Background: an optimization exercise with open tools, aiming at a short achievable clock period and few clock cycles. Do not read the settings as production practice. In this exercise RTL edits were held to simulation tests only and were not proved equivalent to the original. Power figures rest on the tool's default switching activity, not on a simulated workload.

==> design.v <==
module e20_core (
    input  wire        clk,
    input  wire        rst,          
    output reg         mem_req,
    output reg         mem_we,
    output reg  [12:0] mem_addr,
    output reg  [15:0] mem_wdata,
    input  wire        mem_gnt,
    input  wire        mem_rvalid,
    input  wire [15:0] mem_rdata,
    output reg         halted
);
    localparam [2:0] OP_RRR  = 3'b000, OP_ADDI = 3'b001, OP_J   = 3'b010,
                     OP_JAL  = 3'b011, OP_LW   = 3'b100, OP_SW  = 3'b101,
                     OP_JEQ  = 3'b110, OP_SLTI = 3'b111;
    localparam integer QN = 8;    
    localparam integer FN = 8;    
    localparam integer BN = 8;    
    reg        m_data;            
    reg [2:0]  m_ldst;            
    reg [12:0] fpc;               
    reg        st_new;            
    reg        smc_q;             
    reg [12:0] st_npc;            
    wire port_busy = mem_req & m_data & ~mem_gnt;
    wire rd_acc    = mem_req & mem_gnt & ~mem_we;
    wire fetch_acc = mem_req & mem_gnt & ~m_data;
    reg [3:0]       nf;
    reg             nf_hi;        
    reg [FN-1:0]    f_ld;         
    reg [FN-1:0]    f_ok;         
    reg [13*FN-1:0] f_pc;         
    reg [13*FN-1:0] f_npc;        
    reg             nf_nz;        
    reg [3*FN-1:0]  f_dst;        
    reg [FN-1:0]    f_bp;         
    reg [13*FN-1:0] f_bt;         
    reg [BN-1:0]    b_v;
    reg [13*BN-1:0] b_pc;
    reg [13*BN-1:0] b_tgt;
    reg [BN-1:0]    b_ret;        
    reg [BN-1:0]    b_call;       
    reg [2:0]       b_ptr;        
    reg             l_v;          
    reg [12:0]      l_pc, l_npc, l_tgt;
    reg             l_ret, l_call;
    reg             rv;
    reg [15:0]      ri;
    reg [12:0]      rp, ralt;
    reg             rpred;
    reg [7:1]       rhm;
    reg [3:0]       nq;
    reg [2:0]       qh, qtl;      
    reg [QN-1:0]    q_v;
    reg [16*QN-1:0] q_ins;
    reg [13*QN-1:0] q_pc;
    reg [13*QN-1:0] q_alt;        
    reg [QN-1:0]    q_pred;       
    reg [7*QN-1:0]  q_hm;         
    reg [16*8-1:0]  rf;           
    reg [7:1]       pmask;        
    reg [12:0]      ras;          
    function [15:0] rf_rd(input [2:0] r, input [16*8-1:0] f);
        case (r)
            3'd1: rf_rd = f[1*16 +: 16];
            3'd2: rf_rd = f[2*16 +: 16];
            3'd3: rf_rd = f[3*16 +: 16];
            3'd4: rf_rd = f[4*16 +: 16];
            3'd5: rf_rd = f[5*16 +: 16];
            3'd6: rf_rd = f[6*16 +: 16];
            3'd7: rf_rd = f[7*16 +: 16];
            default: rf_rd = 16'd0;
        endcase
    endfunction
    function [7:1] rbit(input [2:0] r);
        rbit = (8'd1 << r) >> 1;
    endfunction
    wire        arr       = mem_rvalid & nf_nz;
    wire        arr_load  = arr & f_ld[0];
    wire        arr_fetch = arr & ~f_ld[0] & f_ok[0];
    wire [12:0] arr_pc    = f_pc[12:0];
    wire [2:0]  arr_dst   = f_dst[2:0];
    wire        arr_bp    = f_bp[0];
    wire [12:0] arr_bt    = f_bt[12:0];
    wire [15:0] w         = mem_rdata;
    wire [2:0]  w_op      = w[15:13];
    wire [12:0] w_npc     = f_npc[12:0];
    wire [7:0]  w_blo     = {1'b0, w_npc[6:0]} + {1'b0, w[6:0]};
    wire [5:0]  w_nhp     = w_npc[12:7] + 6'd1;
    wire [5:0]  w_nhm     = w_npc[12:7] - 6'd1;
    wire [5:0]  w_bhi     = w[6] ? (w_blo[7] ? w_npc[12:7] : w_nhm)
                                 : (w_blo[7] ? w_nhp : w_npc[12:7]);
    wire [12:0] w_btgt    = {w_bhi, w_blo[6:0]};
    wire        w_rrr     = (w_op == OP_RRR);
    wire        w_jeqb    = (w_op == OP_JEQ) && (w[6] || ((w[12:10] == w[9:7]) && (w[5:0] != 6'd0)));
    wire        w_jr7     = w_rrr && (w[3:0] == 4'b1000) && (w[12:10] == 3'd7);
    wire        w_jump    = (w_op == OP_J) || (w_op == OP_JAL);
    wire        w_red     = w_jump || w_jeqb || w_jr7;
    reg  [12:0] w_tgt;
    always @(*) begin
        if (w_jump)      w_tgt = w[12:0];
        else if (w_jeqb) w_tgt = w_btgt;
        else             w_tgt = ras;
    end
    wire [12:0] w_alt = w[15] ? w_btgt : (arr_bp ? arr_bt : ras);
    wire        w_usea = ~w_jump;
    wire        w_useb = w_rrr || (w_op == OP_SW) || (w_op == OP_JEQ);
    wire        w_wr   = w_rrr ? (w[3:0] <= 4'd4) :
                         (w_op != OP_J) && (w_op != OP_SW) && (w_op != OP_JEQ);
    wire [2:0]  w_dst  = w_rrr ? w[6:4] : (w_op == OP_JAL) ? 3'd7 : w[9:7];
    wire [7:1]  w_hm   = (w_usea ? rbit(w[12:10]) : 7'd0) |
                         (w_useb ? rbit(w[9:7])   : 7'd0) |
                         (w_wr   ? rbit(w_dst)    : 7'd0);
    reg        x_valid;
    reg [12:0] x_pc, x_npc, x_alt;    
    reg        x_pred;
    reg [15:0] xa, xb, xo;        
    reg        xci;               
    reg        x_wr;              
    reg [2:0]  x_dst;
    reg [7:1]  x_lwb;             
    reg        s_sum, s_or, s_and, s_lt, s_npc;
    reg        x_lw, x_sw, x_halt, x_jr, x_jeq;
    wire [16:0] x_add = {1'b0, xa} + {1'b0, xo} + {16'd0, xci};
    wire [15:0] x_sum = x_add[15:0];
    wire        x_lt  = ~x_add[16];
    wire [15:0] x_res = ({16{s_sum}} & x_sum) |
                        ({16{s_or}} & (xa | xb)) | ({16{s_and}} & (xa & xb)) |
                        {15'd0, s_lt & x_lt} | ({16{s_npc}} & {3'd0, x_npc});
    wire        x_mem = x_lw | x_sw;
    wire x_stall = x_valid & (((x_mem | x_halt) & port_busy) | (x_lw & nf_hi));
    wire smc_x   = st_new & x_valid & (x_pc == mem_addr);
    wire smc_hit = smc_x | smc_q;
    wire x_go    = x_valid & ~x_stall & ~smc_hit & ~halted;
    wire x_we    = x_valid & x_wr & ~smc_hit;
    wire x_eq    = (xa == xb);
    wire x_jrok  = (xa[12:0] == x_alt);
    wire jeq_mp  = x_jeq & (x_eq != x_pred);
    wire jr_mp   = x_jr & ~(x_pred & x_jrok);
    wire x_red   = x_valid & ~smc_hit & ~halted & (jeq_mp | jr_mp);
    wire [12:0] x_tgt = x_jr ? xa[12:0] : x_pred ? x_npc : x_alt;
    wire        flush     = x_red | smc_hit;
    wire [12:0] flush_tgt = smc_x ? st_npc : smc_q ? smc_tgt : x_tgt;
    wire        do_halt   = x_go & x_halt;
    reg smc_m;
    reg [12:0] smc_tgt, f_old;
    reg f_any;
    integer k;
    always @(*) begin
        f_old = fpc;
        f_any = 1'b0;
        for (k = 0; k < FN; k = k + 1)
            if (!f_any && k < nf && !f_ld[k] && f_ok[k]) begin
                f_old = f_pc[k*13 +: 13];
                f_any = 1'b1;
            end
        smc_tgt = x_valid ? x_pc : rv ? rp : f_old;
        smc_m = rv && (rp == mem_addr);
        for (k = 0; k < QN; k = k + 1)
            if (q_v[k] && q_pc[k*13 +: 13] == mem_addr) smc_m = 1'b1;
        for (k = 0; k < FN; k = k + 1)
            if (k < nf && !f_ld[k] && f_pc[k*13 +: 13] == mem_addr) smc_m = 1'b1;
    end
    wire        r_valid = rv;
    wire [15:0] r_ins   = ri;
    wire [12:0] r_pc    = rp;
    wire [2:0]  r_op    = r_ins[15:13];
    wire [2:0]  r_a     = r_ins[12:10];
    wire [2:0]  r_b     = r_ins[9:7];
    wire [3:0]  r_func  = r_ins[3:0];
    wire        r_rrr   = (r_op == OP_RRR);
    wire        r_sub   = (r_rrr & ((r_func == 4'b0001) | (r_func == 4'b0100))) |
                          (r_op == OP_SLTI);
    wire [15:0] r_simm  = {{9{r_ins[6]}}, r_ins[6:0]};
    wire [2:0]  r_dst   = r_rrr ? r_ins[6:4] : (r_op == OP_JAL) ? 3'd7 : r_b;
    wire        r_wr    = r_rrr ? (r_func <= 4'd4) :
                          (r_op == OP_ADDI) || (r_op == OP_SLTI) || (r_op == OP_JAL);
    wire [7:1] arr_bit = arr_load ? rbit(arr_dst) : 7'd0;
    wire       h_x     = x_valid & |(rhm & x_lwb);
    wire       h_all   = |(rhm & pmask);
    wire       h_ex    = |(rhm & pmask & ~rbit(arr_dst));
    wire       r_haz   = h_x | (arr_load ? h_ex : h_all);
    wire r_gon = r_valid & ~r_haz & ~x_stall & ~halted;    
    wire r_go  = r_gon & ~flush;
    wire [15:0] ra_v = (x_wr && x_valid && x_dst == r_a) ? x_res :
                       (arr_load && arr_dst == r_a && r_a != 3'd0) ? mem_rdata : rf_rd(r_a, rf);
    wire [15:0] rb_v = (x_wr && x_valid && x_dst == r_b) ? x_res :
                       (arr_load && arr_dst == r_b && r_b != 3'd0) ? mem_rdata : rf_rd(r_b, rf);
    wire d_red  = arr_fetch & ~flush & (arr_bp ? ~w_red : w_red);
    wire d_lrn  = arr_fetch & ~smc_hit & ~arr_bp & w_red &
                  ~(mem_req & mem_we & (arr_pc == mem_addr));
    wire [12:0] d_tgt = arr_bp ? w_npc : w_tgt;
    wire l_wr = l_v & ~smc_hit & ~(mem_req & m_data & mem_we & (l_pc == mem_addr));
    reg [BN-1:0] bt_m;
    reg [12:0]   bt_t;
    reg          bt_retk, bt_callk;
    integer      kb;
    always @(*) begin
        bt_t = 13'd0; bt_retk = 1'b0; bt_callk = 1'b0;
        for (kb = 0; kb < BN; kb = kb + 1) begin
            bt_m[kb] = b_v[kb] && (b_pc[kb*13 +: 13] == mem_addr);
            bt_t     = bt_t | ({13{bt_m[kb]}} & b_tgt[kb*13 +: 13]);
            bt_retk  = bt_retk | (bt_m[kb] & b_ret[kb]);
            bt_callk = bt_callk | (bt_m[kb] & b_call[kb]);
        end
    end
    wire        bt_hit = |bt_m;
    wire [12:0] bt_tgt = bt_retk ? ras : bt_t;
    wire        bt_use = fetch_acc & bt_hit;
    wire q_push = arr_fetch & ~flush;
    wire r_free = r_gon | ~rv;                
    wire b_pop  = r_free & q_v[qh];           
    wire b_push = q_push & ~(r_free & ~q_v[qh]);   
    wire want_fetch = ~halted & ~(x_valid & x_halt) &
                      (nq <= 4'd2) &
                      ((nf <= 4'd1) | ((nf == 4'd2) & ~rd_acc));
    reg [12:0] fpc_n;
    always @(*) begin
        if (flush)          fpc_n = flush_tgt;
        else if (d_red)     fpc_n = d_tgt;
        else if (bt_use)    fpc_n = bt_tgt;
        else if (fetch_acc) fpc_n = fpc + 13'd1;
        else                fpc_n = fpc;
    end
    wire [3:0] nf_n  = nf + {3'd0, rd_acc} - {3'd0, arr};
    wire [3:0] nq_p1 = nq + 4'd1;
    wire [3:0] nq_m1 = nq - 4'd1;
    integer i;
    always @(posedge clk) begin
        if (rst) begin
            mem_req  <= 1'b1;
            mem_we   <= 1'b0;
            mem_addr <= 13'd0;
            m_data   <= 1'b0;
            fpc      <= 13'd0;
            halted   <= 1'b0;
            st_new   <= 1'b0;
            smc_q    <= 1'b0;
            nf       <= 4'd0;
            nf_hi    <= 1'b0;
            nf_nz    <= 1'b0;
            nq       <= 4'd0;
            qh       <= 3'd0;
            qtl      <= 3'd0;
            rv       <= 1'b0;
            q_v      <= {QN{1'b0}};
            x_valid  <= 1'b0;
            pmask    <= 7'd0;
            ras      <= 13'd0;
            b_v      <= {BN{1'b0}};
            b_ptr    <= 3'd0;
            l_v      <= 1'b0;
            rf       <= {16*8{1'b0}};
        end else begin
            st_new <= x_go & x_sw;
            smc_q  <= st_new & ~smc_x & smc_m;
            if (x_go & x_mem) begin
                mem_req   <= 1'b1;
                mem_we    <= x_sw;
                mem_addr  <= x_sum[12:0];
                mem_wdata <= xb;
                m_data    <= 1'b1;
                m_ldst    <= x_dst;
                st_npc    <= x_npc;
            end else if (!port_busy) begin
                mem_req   <= want_fetch;
                mem_we    <= 1'b0;
                mem_addr  <= fpc_n;
                m_data    <= 1'b0;
            end
            fpc <= fpc_n;
            if (do_halt) halted <= 1'b1;
            if (bt_use & bt_callk)   ras <= mem_addr + 13'd1;
            else if (l_wr & l_call)  ras <= l_npc;
            l_v    <= d_lrn;
            l_pc   <= arr_pc;
            l_npc  <= w_npc;
            l_tgt  <= w_tgt;
            l_ret  <= w_jr7;
            l_call <= (w_op == OP_JAL);
            if (mem_req & m_data & mem_we)
                for (i = 0; i < BN; i = i + 1)
                    if (b_pc[i*13 +: 13] == mem_addr) b_v[i] <= 1'b0;
            if (l_wr) begin
                b_v[b_ptr]            <= 1'b1;
                b_pc[b_ptr*13 +: 13]  <= l_pc;
                b_tgt[b_ptr*13 +: 13] <= l_tgt;
                b_ret[b_ptr]          <= l_ret;
                b_call[b_ptr]         <= l_call;
                b_ptr                 <= b_ptr + 3'd1;
            end
            nf    <= nf_n;
            nf_hi <= (nf_n > 4'd4);
            nf_nz <= (nf_n != 4'd0);
            for (i = 0; i < FN; i = i + 1) begin
                if (arr) begin
                    if (i + 1 < FN && i + 1 < nf) begin
                        f_ld[i]            <= f_ld[i+1];
                        f_ok[i]            <= f_ok[i+1] & ~(flush | d_red);
                        f_pc[i*13 +: 13]   <= f_pc[(i+1)*13 +: 13];
                        f_npc[i*13 +: 13]  <= f_npc[(i+1)*13 +: 13];
                        f_dst[i*3 +: 3]    <= f_dst[(i+1)*3 +: 3];
                        f_bp[i]            <= f_bp[i+1];
                        f_bt[i*13 +: 13]   <= f_bt[(i+1)*13 +: 13];
                    end else if (rd_acc && i + 1 == nf) begin
                        f_ld[i]            <= m_data;
                        f_ok[i]            <= ~(flush | d_red);
                        f_pc[i*13 +: 13]   <= mem_addr;
                        f_npc[i*13 +: 13]  <= mem_addr + 13'd1;
                        f_dst[i*3 +: 3]    <= m_ldst;
                        f_bp[i]            <= bt_use;
                        f_bt[i*13 +: 13]   <= bt_tgt;
                    end
                end else begin
                    if (i < nf) begin
                        f_ok[i]            <= f_ok[i] & ~(flush | d_red);
                    end else if (rd_acc && i == nf) begin
                        f_ld[i]            <= m_data;
                        f_ok[i]            <= ~(flush | d_red);
                        f_pc[i*13 +: 13]   <= mem_addr;
                        f_npc[i*13 +: 13]  <= mem_addr + 13'd1;
                        f_dst[i*3 +: 3]    <= m_ldst;
                        f_bp[i]            <= bt_use;
                        f_bt[i*13 +: 13]   <= bt_tgt;
                    end
                end
            end
            if (r_free) begin
                ri    <= q_v[qh] ? q_ins[qh*16 +: 16] : w;
                rp    <= q_v[qh] ? q_pc[qh*13 +: 13]  : arr_pc;
                ralt  <= q_v[qh] ? q_alt[qh*13 +: 13] : w_alt;
                rpred <= q_v[qh] ? q_pred[qh]         : w_red;
                rhm   <= q_v[qh] ? q_hm[qh*7 +: 7]    : w_hm;
            end
            if (flush) begin
                rv  <= 1'b0;
                nq  <= 4'd0;
                qtl <= qh;
                q_v <= {QN{1'b0}};
            end else begin
                if (r_free)
                    rv    <= q_v[qh] | q_push;
                nq <= b_pop ? (b_push ? nq : nq_m1) : (b_push ? nq_p1 : nq);
                if (b_pop) begin
                    qh      <= qh + 3'd1;
                    q_v[qh] <= 1'b0;
                end
                if (b_push) begin
                    qtl                   <= qtl + 3'd1;
                    q_v[qtl]              <= 1'b1;
                end
            end
            q_ins[qtl*16 +: 16]   <= w;
            q_pc[qtl*13 +: 13]    <= arr_pc;
            q_alt[qtl*13 +: 13]   <= w_alt;
            q_pred[qtl]           <= w_red;
            q_hm[qtl*7 +: 7]      <= w_hm;
            if (!x_stall) begin
                x_valid <= r_go;
                x_pc    <= r_pc;
                x_npc   <= r_pc + 13'd1;
                x_alt   <= ralt;
                x_pred  <= rpred;
                xa      <= ra_v;
                xb      <= rb_v;
                xo      <= (r_rrr ? rb_v : r_simm) ^ {16{r_sub}};
                xci     <= r_sub;
                x_wr    <= r_wr & (r_dst != 3'd0);
                x_dst   <= r_dst;
                x_lwb   <= (r_op == OP_LW) ? rbit(r_b) : 7'd0;
                s_sum   <= (r_rrr & (r_func <= 4'b0001)) | (r_op == OP_ADDI);
                s_or    <= r_rrr & (r_func == 4'b0010);
                s_and   <= r_rrr & (r_func == 4'b0011);
                s_lt    <= (r_rrr & (r_func == 4'b0100)) | (r_op == OP_SLTI);
                s_npc   <= (r_op == OP_JAL);
                x_lw    <= (r_op == OP_LW);
                x_sw    <= (r_op == OP_SW);
                x_halt  <= (r_op == OP_J) && (r_ins[12:0] == r_pc);
                x_jr    <= r_rrr & (r_func == 4'b1000);
                x_jeq   <= (r_op == OP_JEQ) && (r_ins[6:0] != 7'd0);
            end
            if (smc_hit) x_valid <= 1'b0;
            if (x_we)
                rf[x_dst*16 +: 16] <= x_res;
            if (arr_load && arr_dst != 3'd0)
                rf[arr_dst*16 +: 16] <= mem_rdata;
            pmask <= (pmask & ~arr_bit) | ((x_go & x_lw) ? x_lwb : 7'd0);
        end
    end
endmodule
==> run.sh <==
#!/bin/bash
# synth_recipe.tcl (not shown) runs the flow's synth.tcl, then flattens the netlist and writes it again
# the make line also repeats each setting of config.mk as NAME=value (left out here)
make -C /OpenROAD-flow-scripts/flow DESIGN_CONFIG=/design/flow/config.mk WORK_HOME=/design/flow/orfs CLKGATE_MAP_FILE= SYNTH_SCRIPT=/design/flow/synth_recipe.tcl finish
==> config.mk <==
export PLATFORM = sky130hd
export DESIGN_NAME = e20_core
export DESIGN_NICKNAME = e20_core
export VERILOG_FILES = /design/flow/design.v
export SDC_FILE = /design/flow/constraint.sdc
export NUM_CORES = 4
export LEC_CHECK = 0
export ABC_CLOCK_PERIOD_IN_PS = 3000
export CAP_MARGIN = 20
export CORE_MARGIN = 2
export CORE_UTILIZATION = 30
export PLACE_DENSITY = 0.5
export SETUP_SLACK_MARGIN = 5
export SLEW_MARGIN = 20
==> constraint.sdc <==
create_clock -name core_clock -period 8.0 [get_ports {clk}]
set_input_delay 1.6000 -clock core_clock [delete_from_list [all_inputs] [get_ports {clk}]]
set_output_delay 1.6000 -clock core_clock [all_outputs]
set_load 0.01 [all_outputs]
==> results of run 1 <==
==> routing by layer <==
layer | wire length, µm | global-route usage (%)
met4 | 18090 | 11.34
met2 | 149200 | 37.27
met5 | 17 | 0
met3 | 31800 | 4.174
met1 | 140500 | 34.07
==> repair_timing <==
item | in CTS | in global routing
gates resized for setup | 1039 | 582
buffers inserted | 342 | 171
gates cloned | 27 | 14
pin swaps | 185 | 288
endpoints found under the setup margin | 1791 | 1080
hold endpoints to repair | 0 | 0
==> sequential cells by signal (all words and copies together) (netlist names), 24 cells and up <==
register,flops
b_pc,104
b_tgt,104
f_bt,104
f_dst,24
f_npc,104
f_pc,104
q_alt,104
q_hm,56
q_ins,128
q_pc,104
rf,112
==> cell families after synthesis <==
group / count (synthesis)
simple gates: 2292
compound gates: 1787
flops: 1419
buf+inv: 723
xor+xnor: 466
mux: 382
fa+ha+maj: 105
==> Yosys cell counts, types with 99 or more instances <==
cell,number,area share (%)
dfxtp_1,202,5.2
a22o_1,348,3.9
mux2_2,153,2.2
xnor2_1,351,4.0
a21oi_1,300,1.9
nor2_1,416,2.0
a22oi_1,113,1.1
ha_1,99,1.6
clkbuf_1,419,2.0
nand3_1,168,1.1
mux4_2,116,3.4
o21ai_0,471,3.0
xor2_1,113,1.3
mux2i_1,106,1.4
nand4_1,185,1.5
edfxtp_1,1217,47
nand2_1,1085,5.3
inv_1,140,0.68
==> worst max-delay path: stages <==
cell     delay (ps)
buf_6           100
buf_12          130
buf_8           120
ha_4            160
a21oi_4         190
o21ai_4          90
or4_4           570
nand2_4         120
mux2i_4         270
xnor2_2         120
a21oi_4         220
buf_12          140
buf_16          100
o21ai_1          60
==> power groups by stage <==
| stage | Sequential, mW | Combinational, mW | Clock (mW) |
|---|---|---|---|
| after floorplan | 9.29 | 3.15 | 0 |
| after global placement | 9.81 | 4.66 | 0 |
| after detailed placement | 9.81 | 4.68 | 0 |
| after CTS | 9.59 | 5.82 | 8.12 |
| after global routing | 9.65 | 6.83 | 8.40 |
| final | 9.62 | 6.54 | 8.04 |
==> worst min-delay path by stage <==
stage	depth (start not counted)	end	start
floorplan	0	x_alt[0]$_DFFE_PP_	ralt[0]$_DFFE_PP_
global placement	0	x_alt[9]$_DFFE_PP_	ralt[9]$_DFFE_PP_
detailed placement	0	x_alt[12]$_DFFE_PP_	ralt[12]$_DFFE_PP_
CTS	0	x_alt[12]$_DFFE_PP_	ralt[12]$_DFFE_PP_
global route	0	x_alt[12]$_DFFE_PP_	ralt[12]$_DFFE_PP_
finish	0	x_alt[12]$_DFFE_PP_	ralt[12]$_DFFE_PP_
==> layout make-up <==
cell class              count  area share, %
multi-input cells        5047          39.47
repair buffers            782          8.495
clock inverters            84          1.187
clock buffers             217          4.521
diodes                     11        0.02799
flip-flops and latches   1419          41.36
inverters                 145         0.6324
well taps                3384          4.306
==> through the flow <==
stage | total power, mW | hold WS [ps] | worst slack (ps)
floorplan | 12.44 | 400.3 | 2870
global placement | 14.47 | 405.9 | 2511
detailed placement | 14.49 | 404.5 | 2481
CTS | 23.53 | 417.5 | 4615
global route | 24.87 | 436.3 | 4549
finish | 24.20 | 416.9 | 4555
==> impl_metrics.ini, run 1 <==
[run_status]
status = complete, no violations

[synth]
syn_area_per_cell_um2 = 10.78
syn_area_um2 = 77310
ys_ff_latch = 1419
synth-simple-area-share_pct = 13.63
synthMuxAreaShare_pct = 7.158
synth_flop_cell = edfxtp_1
synthXorXnorAreaFrac_pct = 5.299
syn-instance-count = 7174
synth_top_family_by_area = compound AO/OA/AOI/OAI gates
synth_fa_ha_area_share_pct = 1.745
seq_area_frac_synth_pct = 52.50
synth_compound_area_share_pct = 15.86
synth_cell_types = 112
synth_edf_count = 1217
synthArstFlopShare_pct = 0
syn_nets = 7298
synth_warnings = 8

[power]
p_switching_mw = 8.151
sequentialPowerShare_pct = 39.8
p_per_area_nw_per_um2 = 246.1
p_int_mw = 16.05
p_comb_share_pct = 27.0
max-vdd-ir-drop_mv = 0.1829
leakage_nw = 34.96
clkPwrFrac_pct = 33.2
switching_share_pct = 33.68

[floorplan]
die_width_um = 511.6
coreArea_um2 = 256500
io_pins = 52
die_height_um = 511.6
initial_core_util_pct = 30.14
die_area_um2 = 261800
row_count = 186

[drt]
drt-wirelength-per-cell_um = 30.63
drtAntennaViolNets = 0
vias = 66120
vias_per_cell = 5.962
finalWirelength_um = 339600
drc = 0
first_pass_iters = 8
dr.first_iter.drc_count = 8840

[flow_run]
maxCapViolCount = 0

[place]
detailed_place_hpwl_um = 210300
portBuffers = 51
post-place-cells = 10220
gp_congestion = 0.9372
place_area_um2 = 81690

[critical_path]
reg2reg_to = fpc[9]$_SDFF_PP0_
regToRegSetupSlack_ps = 4670
crit_path_end_kind = flip-flop
crit_arrival_ps = 4000
endpoint = q_alt[90]$_DFFE_PN_
r2r-start = nf[3]$_SDFF_PP0_
cp-startpoint = mem_rdata[0]
path_class = input port to flip-flop
reg2reg_depth = 11
critPathRequiredTime_ps = 8560
worstPathMaxFanout = 4
critPathLaunchType = input port

[final_layout]
fin_nets = 7682
drive_above_1_share_pct = 27.10
instances_no_fill = 11090
finish.utilization_pct = 38.34
layout_common_cells = edfxtp_1 (1217), nand2_1 (1024), buf_4 (461)
finalInstanceArea_um2 = 98330
register_area_um2 = 40660
layout_commonest_cell = edfxtp_1
syn_to_final_growth_pct = 27.19
fill_cells = 24720
multiInputGateArea_um2 = 38810

[global_route]
grt_pass1_wl_um = 470600
grt_usage_pct = 24.56
grt_pass1_vias = 61950
overflow = 0
grt_antenna_before_repair = 18
grt_max_degree = 88

[cts]
htreeDepth = 4
hold_buffers = 0
cts_buffers = 163
clkTransAtPathRegs_ps = 60
cts.sinks = 1419
clockRootBuffer = clkbuf_16
cts_tree = yes
clk_latency_ps = 860
clockBufferDepth = 3

[sta]
maxSlewViolCount = 0
setup_viol = 0
finalCritPeriodShare_pct = 43.07
clock_skew_ps = 60.89
period_minus_slack_ps = 3445
max_freq_mhz = 290.2
tns_ps = 0
tightest_slew_ps = 1198
max-slew-margin-rel_pct = 19.27
finalHoldViolCount = 0
rsz0062_at_grt = yes

[hold_path]
min_path_type = flip-flop to flip-flop
Testbench counts, summed over its fixed seeds: cycles 269,996.
==> run 2, diff against run 1 <==
--- a/design.v
+++ b/design.v
@@ -102,7 +102,7 @@
         else if (w_jeqb) w_tgt = w_btgt;
         else             w_tgt = ras;
     end
-    wire [12:0] w_alt = w[15] ? w_btgt : (arr_bp ? arr_bt : ras);
+    wire [12:0] w_alt = arr_bp ? arr_bt : ras;
     wire        w_usea = ~w_jump;
     wire        w_useb = w_rrr || (w_op == OP_SW) || (w_op == OP_JEQ);
     wire        w_wr   = w_rrr ? (w[3:0] <= 4'd4) :
@@ -359,7 +359,7 @@
                 x_valid <= r_go;
                 x_pc    <= r_pc;
                 x_npc   <= r_pc + 13'd1;
-                x_alt   <= ralt;
+                x_alt   <= (r_op == OP_JEQ) ? r_pc + 13'd1 + r_simm[12:0] : ralt;
                 x_pred  <= rpred;
                 xa      <= ra_v;
                 xb      <= rb_v;
==> run 2 against run 1 <==
  * Via count decreased by 1.4%
  * Non-clock buffer count decreased by 18
  * First-iteration DRC count increased by 1.2%
  * Global-route usage increased by 0.22 points
  * Critical path type unchanged
  * Design area decreased by 1.3%
  * Largest cell class unchanged
  * Total power decreased by 2.9%
  * Synthesized cell count decreased by 1.4%
  * Clock power decreased by 7.2%
  * Utilization decreased by 0.12 points
==> impl_metrics.ini, run 2 <==
[final_layout]
reg_top3 = q_ins (128), rf (112)
syn_to_final_growth_pct = 26.71
layout_common_cells = edfxtp_1 (1217), nand2_1 (982), buf_4 (436)
fin_nets = 7598
drive_above_1_share_pct = 26.20
largest-register = q_ins
finalInstanceArea_um2 = 97060
layout_commonest_cell = edfxtp_1
largest_reg_flops = 128

[synth]
synthXorXnorAreaFrac_pct = 5.374
seq_area_frac_synth_pct = 52.99
synthMuxAreaShare_pct = 6.914
synth_largest_area_cell = edfxtp_1
synth_common_cells = edfxtp_1 (1217), nand2_1 (1018), o21ai_0 (461)
synth_cell_types = 102
syn_area_per_cell_um2 = 10.83
ys_ff_latch = 1419
synth_flop_cell = edfxtp_1
synth_top_family_by_area = compound AO/OA/AOI/OAI gates
yosys-top-cells-area = edfxtp_1 (48%), dfxtp_1 (5.3%), nand2_1 (5.0%)
synth_edf_count = 1217
syn_nets = 7211
syn_area_um2 = 76600
synthArstFlopShare_pct = 0
synth_fa_ha_area_share_pct = 1.967
syn-instance-count = 7075
synth_top_area_share_pct = 47.71
synth_compound_area_share_pct = 16.80
synthMostInstantiatedCell = edfxtp_1
synth-simple-area-share_pct = 12.37
synth_warnings = 8

[sta]
max-slew-margin-rel_pct = 21.65
setup_viol = 0
tightest_slew_ps = 1152
tns_ps = 0
finalWorstSetupSlack_ps = 4595
rsz0062_at_grt = yes
max_freq_mhz = 293.6
finalHoldViolCount = 0
maxSlewViolCount = 0
clock_skew_ps = 31.72
period_minus_slack_ps = 3405
finalCritPeriodShare_pct = 42.57
hold_slack_ps = 424.2

[power]
p_comb_share_pct = 27.4
sequentialPowerShare_pct = 40.9
p_switching_mw = 8.062
clkPwrFrac_pct = 31.7
p_int_mw = 15.44
switching_share_pct = 34.30
p_per_area_nw_per_um2 = 242.1
leakage_nw = 34.74
max-vdd-ir-drop_mv = 0.2586
power.total_mw = 23.50

[floorplan]
coreArea_um2 = 253900
initial_core_util_pct = 30.17
row_count = 185
die_width_um = 509.3
die_area_um2 = 259400
io_pins = 52
die_height_um = 509.3

[global_route]
grt_pass1_wl_um = 466000
grtUsageMet1_pct = 32.91
grt_antenna_before_repair = 11
met3_usage_pct = 5.265
grt_pass1_vias = 61320
use_met2_pct = 37.58
grt_max_degree = 171
overflow = 0
busiest_layer = met2
grt_usage_pct = 24.78

[drt]
finalWirelength_um = 337300
drc = 0
vias_per_cell = 5.944
vias = 65170
drt-wirelength-per-cell_um = 30.76
first_pass_iters = 9
dr.first_iter.drc_count = 8942
drtAntennaViolNets = 0

[critical_path]
critPathRequiredTime_ps = 8710
worstPathMaxFanout = 8
path_class = input port to flip-flop
crit_path_end_kind = flip-flop
critPathLaunchType = input port
crit_arrival_ps = 4120

[flow_run]
maxCapViolCount = 0

[cts]
cts.sinks = 1419
cts_buffers = 161
clkTransAtPathRegs_ps = 60
clk_latency_ps = 860
cts_tree = yes
htreeDepth = 4
clockRootBuffer = clkbuf_16
clockBufferDepth = 3

[place]
gp_congestion = 0.9758
portBuffers = 51
pre_cts_slack_ps = 2139
detailed_place_hpwl_um = 207000
place_area_um2 = 81260

[hold_path]
min_path_type = flip-flop to flip-flop

[run_status]
status = complete, no violations
[run 2: path summary, 6_finish.rpt]
check                                      start                        end  slack (ps)  depth (start not counted)
worst max-delay path                mem_rdata[2]   mem_addr[4]$_SDFFE_PP0P_        4590                         12
worst min-delay path             rpred$_DFFE_PP_           x_pred$_DFFE_PP_         420                          0
worst max register to register  nf[2]$_SDFF_PP0_  mem_addr[12]$_SDFFE_PP0P_        4650                         13
worst min register to register   rpred$_DFFE_PP_           x_pred$_DFFE_PP_         420                          0
[run 2: cell families after synthesis]
kind of cell	Yosys count
AO/OA/AOI/OAI	1881
XOR/XNOR	470
adder cells (fa/ha/maj)	117
buffers and inverters	698
flip-flops	1419
multiplexers	361
AND/OR/NAND/NOR	2129
[run 2: critical path, stage by stage]
cell      delay [ps]
buf_6            100
buf_12           130
or3_4            390
o2111a_2         280
o211a_4          290
or3_4            370
o21a_4           270
nor2_4           280
buf_6            160
a21oi_4           60
nand3_2           90
o22ai_1           80
[run 2: layout make-up]
cell class	count	area [µm²]
repair inverters	1	11.26
clock buffers	212	4332
repair buffers	764	8438
flip-flops and latches	1419	40670
diodes	7	17.52
clock inverters	81	794.5
fillers	24390	156900
well taps	3366	4212
inverters	148	634.4
multi-input cells	4967	37950
[run 2: power by group through the flow]
stage                     combinational (mW)  sequential (mW)  clock, mW
final                                   6.43             9.61       7.46
after detailed placement                4.65             9.86          0
after global routing                    6.72             9.63       7.82
after CTS                               5.85             9.57       7.54
after global placement                  4.60             9.85          0
after floorplan                         3.11             9.31          0
[run 2: what timing repair did]
action / 4_1_cts / 5_1_grt
endpoints found under the hold margin: 0 / 0
pin swaps: 193 / 279
hold buffers: 0 / 0
cloned: 27 / 13
gates resized for setup: 1014 / 547
setup endpoints to repair: 1692 / 1012
buffers inserted: 336 / 136
[run 2: routing by layer]
metal / wire (µm) / share of wire [%]
met3: 33820 / 10
met4: 21700 / 6.4
met5: 27 / 0.0080
met1: 134100 / 40
met2: 147600 / 44
[run 2: metrics by stage]
step / std cells / utilization (%)
global placement: 10150 / 31.99
global route: 10960 / 38.22
finish: 10970 / 38.22
CTS: 10810 / 36.78
detailed placement: 10150 / 32.00
floorplan: 7075 / -
Testbench counts of run 2, summed over its fixed seeds: cycles 269,996.
==> run 3, diff against run 2 <==
--- a/design.v
+++ b/design.v
@@ -214,14 +214,14 @@
     wire want_fetch = ~halted & ~(x_valid & x_halt) &
                       (nq <= 4'd2) &
                       ((nf <= 4'd1) | ((nf == 4'd2) & ~rd_acc));
-    reg [12:0] fpc_n;
+    reg [12:0] fpc_o;
     always @(*) begin
-        if (flush)          fpc_n = flush_tgt;
-        else if (d_red)     fpc_n = d_tgt;
-        else if (bt_use)    fpc_n = bt_tgt;
-        else if (fetch_acc) fpc_n = fpc + 13'd1;
-        else                fpc_n = fpc;
+        if (flush)          fpc_o = flush_tgt;
+        else if (bt_use)    fpc_o = bt_tgt;
+        else if (fetch_acc) fpc_o = fpc + 13'd1;
+        else                fpc_o = fpc;
     end
+    wire [12:0] fpc_n = d_red ? d_tgt : fpc_o;
     wire [3:0] nf_n  = nf + {3'd0, rd_acc} - {3'd0, arr};
     wire [3:0] nq_p1 = nq + 4'd1;
     wire [3:0] nq_m1 = nq - 4'd1;
==> run 3 against run 2 <==
  * Utilization rose by 0.33 points
  * Routed wire length grew 1.9%
  * Die area up 0.98%
  * Sequential power is 0.7% higher
  * Sequential share of layout area decreased by 0.81 points
  * Clock power is 5.8% higher
  * First-iteration DRC count shrank 7.3%
  * Design area increased by 2.0%
  * Sequential cell count stayed put
  * Global-route usage rose by 0.20 points
  * Register-to-register slack got worse by 130 ps
  * Area after synthesis grew 0.99%
  * Critical endpoint is now nq[3]$_SDFFE_PP0P_
==> impl_metrics.ini, run 3 <==
[global_route]
overflow = 0
grt_pass1_wl_um = 477700
grt_pass1_vias = 62410
grt_max_degree = 116
grt_antenna_before_repair = 14
grt_usage_pct = 24.98

[synth]
synth_fa_ha_area_share_pct = 1.976
synthXorXnorAreaFrac_pct = 5.434
synth_flop_cell = edfxtp_1
synth_top_family_by_area = compound AO/OA/AOI/OAI gates
synth_cell_types = 105
synthMuxAreaShare_pct = 6.924
synth_common_cells = edfxtp_1 (1217), nand2_1 (1032), o21ai_0 (516)
syn_area_um2 = 77360
synth-simple-area-share_pct = 12.76
synth_compound_area_share_pct = 16.77
synth_edf_count = 1217
syn-instance-count = 7167
syn_nets = 7304
yosys-top-cells-area = edfxtp_1 (47%), dfxtp_1 (5.2%), nand2_1 (5.0%)
synth_top_area_share_pct = 47.24
synth_largest_area_cell = edfxtp_1
seq_area_frac_synth_pct = 52.47
syn_area_per_cell_um2 = 10.79
synthMostInstantiatedCell = edfxtp_1
ys_ff_latch = 1419
synth_warnings = 8
synthArstFlopShare_pct = 0

[cts]
htreeDepth = 4
hold_buffers = 0
clockBufferDepth = 3
clockRootBuffer = clkbuf_16
cts.sinks = 1419
cts_buffers = 165
cts_tree = yes
clk_latency_ps = 870
clkTransAtPathRegs_ps = 70

[final_layout]
reg_top3 = q_ins (128), rf (112)
largest-register = q_ins
layout_common_cells = edfxtp_1 (1217), nand2_1 (980), buf_4 (436)
drive_above_1_share_pct = 27.42
syn_to_final_growth_pct = 27.94
fin_nets = 7696
layout_commonest_cell = edfxtp_1
multiInputGateArea_um2 = 39080
fill_cells = 24650
register_area_um2 = 40670
instances_no_fill = 11090
largest_reg_flops = 128

[drt]
finalWirelength_um = 343600
vias = 65790
dr.first_iter.drc_count = 8289
drc = 0
drt-wirelength-per-cell_um = 30.99
drtAntennaViolNets = 0
first_pass_iters = 8
vias_per_cell = 5.934

[sta]
maxSlewViolCount = 0
tightest_slew_ps = 1062
period_minus_slack_ps = 3551
finalWorstSetupSlack_ps = 4449
max_freq_mhz = 281.6
tns_ps = 0
finalHoldViolCount = 0
clock_skew_ps = 53.06
setup_viol = 0
hold_slack_ps = 476.2
max-slew-margin-rel_pct = 27.19
rsz0062_at_grt = yes
finalCritPeriodShare_pct = 44.39

[critical_path]
critPathRequiredTime_ps = 8750
crit_arrival_ps = 4300
reg2reg_depth = 17
worstPathMaxFanout = 3
path_class = input port to flip-flop
critPathLaunchType = input port
crit_path_end_kind = flip-flop

[power]
p_comb_share_pct = 27.6
max-vdd-ir-drop_mv = 0.1956
leakage_nw = 35.73
power.total_mw = 24.28
p_per_area_nw_per_um2 = 245.3
p_int_mw = 15.92
switching_share_pct = 34.45
sequentialPowerShare_pct = 39.9
clkPwrFrac_pct = 32.5
p_switching_mw = 8.364

[place]
pre_cts_slack_ps = 2022
gp_congestion = 0.9995
detailed_place_hpwl_um = 215100
post-place-cells = 10210
portBuffers = 51

[hold_path]
holdPathStages = 2
min_path_type = flip-flop to flip-flop

[floorplan]
die_height_um = 511.8
initial_core_util_pct = 30.14
die_width_um = 511.8
io_pins = 52
die_area_um2 = 261900
row_count = 186
coreArea_um2 = 256700

[flow_run]
maxCapViolCount = 0

[run_status]
status = complete, no violations
run 3: cell types whose count changed in the layout (fill, tap and decap cells not counted), sizes merged, moves of 23 or more:
cell,change
nand4,+35
a22o,+35
a2bb2oi,-23
nor2,-39
a31oi,-29
and3,+23
o21ai,+26
and4,+25
nand3,-24
a211oi,+23
xnor2,+25
run 3: power by group through the flow:
| stage | Combinational (mW) | Clock [mW] | Sequential [mW] |
|---|---|---|---|
| after floorplan | 3.21 | 0 | 9.34 |
| after CTS | 6.14 | 7.97 | 9.64 |
| after global routing | 7.01 | 8.23 | 9.70 |
| after detailed placement | 4.80 | 0 | 9.92 |
| after global placement | 4.77 | 0 | 9.92 |
| final | 6.71 | 7.89 | 9.68 |
run 3: path summary, 6_finish.rpt:
kind	end	startpoint	slack, ps
setup / recovery	nq[3]$_SDFFE_PP0P_	mem_rvalid	4450
hold / removal	pmask[7]$_SDFF_PP0_	pmask[7]$_SDFF_PP0_	480
setup reg to reg	nq[3]$_SDFFE_PP0P_	f_dst[1]$_DFFE_PP_	4520
hold reg to reg	pmask[7]$_SDFF_PP0_	pmask[7]$_SDFF_PP0_	480
run 3: timing repair:
action	4_1_cts	5_1_grt
gates resized for setup	1172	536
setup buffers	381	146
setup endpoints to repair	1964	1321
gates cloned	25	13
pin swaps	244	281
run 3: layout make-up:
| cell class | instances | share of cell area [%] |
|---|---|---|
| clock inverters | 103 | 1.096 |
| clock buffers | 204 | 4.445 |
| diodes | 4 | 0.01011 |
| multi-input cells | 5042 | 39.48 |
| flip-flops and latches | 1419 | 41.09 |
| repair buffers | 780 | 8.924 |
| well taps | 3384 | 4.278 |
| inverters | 150 | 0.6687 |
| repair inverters | 1 | 0.01138 |
run 3: critical path, cell delays in order:
cell,delay [ps]
buf_12,110
and3_4,250
o221ai_2,100
o31a_1,340
a2111o_1,350
and2_4,190
or2_4,270
inv_4,80
ha_4,190
a21o_1,160
a21oi_2,160
o21ai_1,90
o22ai_1,210
xnor2_1,150
nor2_1,50
run 3: per-stage QoR:
stage                     utilization [%]  area [µm²]
after floorplan                         -       77740
after global placement              31.88       81830
after detailed placement            31.89       81850
after CTS                           37.15       95360
after global routing                38.56       98970
final                               38.56       98980
run 3: routing by layer:
metal  up-vias  GRT usage [%]  wire [µm]
li1      27850              -          -
met1     33340          32.83     137100
met2      3719          38.58     152400
met3       872          4.895      32150
met4        16          13.69      21900
met5         -              0         93
run 3: logic make-up after synthesis:
family / Yosys count
multiplexers: 373
flip-flops: 1419
AND/OR/NAND/NOR: 2163
adder cells (fa/ha/maj): 119
AO/OA/AOI/OAI: 1900
buffers and inverters: 713
XOR/XNOR: 480
Testbench counts of run 3, summed over its fixed seeds: cycles 269,996.

-- what the ideal ports hide --
In the flow no input, the clock included, has a driving cell. The finished layouts below were timed again as built, in two steps. Step 1 sets driving cells, clkbuf_16 on the clock port and buf_2 on the other inputs (assumed; they add their load-dependent delay and slew). Step 2 times the ports against the registers' clock, not the clock port: input delays grow and output delays shrink by t, the midpoint of the rising clock arrivals with the driver on. a / b / c = no drivers / after step 1 / after step 2; a / b = the first two.
run | t, ns | setup WS [ns] | hold WS [ns] | clock arrival spread, ns
run 1 | 0.923 | 4.555 / 4.570 / 3.646 | 0.417 / 0.417 / 0.417 | 0.065 / 0.065
run 2 | 0.944 | 4.595 / 4.635 / 3.691 | 0.424 / 0.424 / 0.424 | 0.040 / 0.040
run 3 | 0.935 | 4.449 / 4.478 / 3.543 | 0.476 / 0.476 / 0.476 | 0.055 / 0.054
After both steps setup and hold are still met in every run listed. The setup slack of run 1, which loses most, moves by +0.015 ns with the drivers and by -0.909 ns with both steps.
